Source: an optimization exercise on an open RTL-to-GDS flow (aim: small area, a short achievable clock period and few clock cycles). Production flows keep margins and buffers that such runs may drop.
RTL that was checked went through simulation tests only; none was proved equivalent to the original.
Power and IR drop assume default switching activity.

==> flow/design.v (excerpt) <==
module qgk (
    input  wire        clk,
    input  wire        rst,
    input  wire        reg_wr,
    input  wire [6:0]  reg_addr,
    input  wire [31:0] reg_wdata,
    output reg  [31:0] reg_rdata,
    output wire        busy,
    output reg         mem_req,
    output reg         mem_we,
    output reg  [31:0] mem_addr,
    output reg  [3:0]  mem_be,
    output reg  [31:0] mem_wdata,
    input  wire        mem_ready,
    input  wire [31:0] mem_rdata
);
export LEC_CHECK = 0
export CAP_MARGIN = 20
export CORE_MARGIN = 2
export CORE_UTILIZATION = 55
export CTS_CLUSTER_DIAMETER = 100
export CTS_CLUSTER_SIZE = 20
export SLEW_MARGIN = 20
create_clock -name core_clock -period 16.0 [get_ports {clk}]
standard.sh (not shown) runs the stock make flow with config.mk's settings and CLKGATE_MAP_FILE= SYNTH_SCRIPT=/design/flow/synth_recipe.tcl, a recipe that flattens the netlist after the stock synthesis.
==> flow/flow/run.sh <==
#!/bin/bash
# The standard ORFS layout (standard synthesis, floorplan, placement, CTS,
# routing), with two changes: the port buffers are buf_4 cells rather than the
# default delay buffers, and ORFS's timing repair is asked to keep a setup
# margin of MARGIN ns at the design's clock period. The make output goes to
# standard_flow.log; ORFS keeps each step's log under orfs/logs/.
set -euo pipefail
MARGIN=7.6
bash standard.sh SETUP_SLACK_MARGIN=$MARGIN "BUFFER_PORTS_ARGS=-buffer_cell sky130_fd_sc_hd__buf_4" finish > standard_flow.log 2>&1
Rerun with:
--- a/flow/design.v
+++ b/flow/design.v
@@ -501,13 +501,13 @@
             if (!rq_fodd)
                 b1 <= (wo == 2'd1) ? {r_q[1:0], b1[15:2]} : (wo == 2'd2) ? {r_q[3:0], b1[15:4]} : {r_q, b1[15:8]};
             else
                 b2 <= (wo == 2'd1) ? {r_q[1:0], b2[15:2]} : (wo == 2'd2) ? {r_q[3:0], b2[15:4]} : {r_q, b2[15:8]};
         end
     end
-    assign rq_idle = (rq_ph == R_IDLE) && !rq_start_req;
+    assign rq_idle = (rq_ph == R_IDLE) && !rq_start && !rq_start_req;
     wire        h_wr = reg_wr && st[S_IDLE];
     wire [31:0] dz   = reg_wdata & {32{~rst}};
     wire [4:0]  ha   = reg_addr[6:2];
     assign      snap = ack && (st[S_S1] || (st[S_S0] && !b_cross));
     always @(posedge clk) begin
         if (rst || (h_wr && ha == 5'h00)) cmd_r   <= dz;
Outcome: Core utilization grows by 0.64 points; die area stays flat; combinational power shrinks by 3.7%; non-clock buffer count grows by 64; routed wire length grows by 0.82%; final area grows by 1.1%; worst hold slack is worse by 0.019 ns; synthesized area stays flat; global-route usage grows by 0.42 points; total power shrinks by 2.0%; clock skew shrinks by 0.040 ns; worst setup slack is worse by 0.21 ns.
Function was not checked in any run of this note: the RTL went through the layout flow alone.

--- another note on this design; it stands on its own ---

## build 80
## qgk
module qgk (
    input  wire        clk,
    input  wire        rst,
    input  wire        reg_wr,
    input  wire [6:0]  reg_addr,
    input  wire [31:0] reg_wdata,
    output reg  [31:0] reg_rdata,
    output wire        busy,
    output reg         mem_req,
    output reg         mem_we,
    output reg  [31:0] mem_addr,
    output reg  [3:0]  mem_be,
    output reg  [31:0] mem_wdata,
    input  wire        mem_ready,
    input  wire [31:0] mem_rdata
);
    reg [31:0] cmd_r;
    reg        st_done, st_err;
    reg [2:0]  st_cause;
    reg [31:0] wptr, aptr, bptr, mptr, sptr, zptr, optr;
    reg [15:0] nch, klen;
    reg [7:0]  zw, zout, zin;
    reg [31:0] src, dst, len;
    reg [2:0]  pbit;
    reg [31:0] rqsum, rqmul;
    reg [7:0]  rqshift, rqres;
    reg [31:0] acc0, acc1, acc2, acc3;
    localparam S_IDLE = 5'd0,
               S_Z0   = 5'd1,    
               S_Z1   = 5'd2,
               S_BA   = 5'd3,    
               S_BB   = 5'd4,
               S_WA   = 5'd5,    
               S_WB   = 5'd6,
               S_X1   = 5'd7,    
               S_X2   = 5'd8,
               S_GW   = 5'd9,    
               S_OW   = 5'd10,   
               S_MA   = 5'd11,   
               S_MB   = 5'd12,
               S_S0   = 5'd13,
               S_S1   = 5'd14,
               S_TW   = 5'd15,   
               S_U_RD = 5'd16,   
               S_U_WR = 5'd17,   
               S_P_OR = 5'd18,   
               S_P_RD = 5'd19,   
               S_P_WR = 5'd20,   
               S_C_RD = 5'd21,   
               S_C_WR = 5'd22,   
               S_RQ   = 5'd23;   
    reg [23:0] st;
    assign busy = !st[S_IDLE];
  ...
Size in the first run: roughly 8900 cells after synthesis, about 1300 flip-flops, about 180 I/O pins, about 92000 um2 of cells after synthesis.
Settings: LEC_CHECK=0, CAP_MARGIN=30, CORE_MARGIN=2, CORE_UTILIZATION=50, CTS_CLUSTER_DIAMETER=100, CTS_CLUSTER_SIZE=20, SLEW_MARGIN=30; clock period 16.0 ns.
standard.sh (not shown) runs the stock make flow with config.mk's settings and CLKGATE_MAP_FILE= SYNTH_SCRIPT=/design/flow/synth_recipe.tcl, a recipe that flattens the netlist after the stock synthesis.
==> flow/flow/run.sh <==
#!/bin/bash
# The standard ORFS layout (standard synthesis, floorplan, placement, CTS,
# routing), with two changes: the port buffers are buf_4 cells rather than the
# default delay buffers, and ORFS's timing repair is asked to keep a setup
# margin of MARGIN ns at the design's clock period. The make output goes to
# standard_flow.log; ORFS keeps each step's log under orfs/logs/.
set -euo pipefail
MARGIN=7.7
bash standard.sh SETUP_SLACK_MARGIN=$MARGIN "BUFFER_PORTS_ARGS=-buffer_cell sky130_fd_sc_hd__buf_4" finish > standard_flow.log 2>&1
Build 80 reached the final stage; the timing, DRC and antenna checks on its layout passed.
Testbench counts of build 80, summed over its fixed seeds: cycles 61,292.
What build 17 does differently from build 80 at the input level:
-- flow/flow/run.sh --
<<< build 80, line 8
MARGIN=7.7
>>> build 17, line 8
MARGIN=7.6
Findings:
Between build 80 and build 17, the wire length does not differ in any meaningful way.
In terms of overall power of the completed layout, build 17 and build 80 differ only marginally.
Higher sequential share of layout area goes to build 17 over build 80.
The switching fraction of total power of build 80 and that of build 17 are within noise of each other.
Build 17 vs build 80 on critical path depth: build 17 is the lower one.
Data-path buffer share of cell area in the final layout (lower): build 17
In build 17, the total non-filler cell area in the finished layout came out 0.52% below the value in build 80.
The post-cts gate resize count in build 80 is 1.4 times that in build 17.
> inputs changed (build 17 -> build 88)
- CORE_UTILIZATION changed from 50 to 52
Results
- A cell at the slowest stage of the critical path of nand4_1 is what build 88 shows, while a221oi_4 belongs to build 17.
- Wire length essentially unchanged between build 88 and build 17.
- As far as number of buffers on the longest clock path goes, build 88 and build 17 are indistinguishable; the numbers are identical.
- Floorplan die area, build 88 vs build 17: down by a few percent
- [compare] base=build 17 new=build 88: net switching component of the power increased 65 uW; clock-pin transition on the worst setup and hold timing paths essentially unchanged; transition time at the pin with the least slew margin decreased 82 ps.
- Power consumed by combinational cells sits higher in build 88 than in build 17.

==> port drivers added, routing unchanged <==
In the flow no input, the clock included, has a driving cell. The finished layouts below were timed again as built, in two steps. Step 1, drivers: a clkbuf_16 drives clk and a buf_2 each remaining input, both assumed. Step 2 adds t to the input delays and takes it off the output delays; t is the mean of the earliest and latest rising clock arrival at the registers after step 1. Input paths then give back, and output paths get back, about the clock's delay inside the block. Three values: ideal ports, drivers, drivers and shift; two values: the first two.
run | t (ns) | setup slack, ns | worst setup path after step 2
the first run of note 1 | 0.844 | 7.493 / 7.446 / 7.231 | input to register
the second run of note 1 | 0.855 | 7.281 / 7.209 / 6.937 | input to register
build 80 | 0.825 | 7.524 / 7.284 / 7.284 | input to output
build 17 | 0.824 | 7.522 / 7.315 / 7.315 | input to output
build 88 | 0.861 | 7.495 / 7.297 / 7.297 | input to output
After both steps setup and hold are still met in every run listed. For the second run of note 1, which loses most, drivers alone change the setup slack by -0.072 ns; drivers and shift together by -0.344 ns.
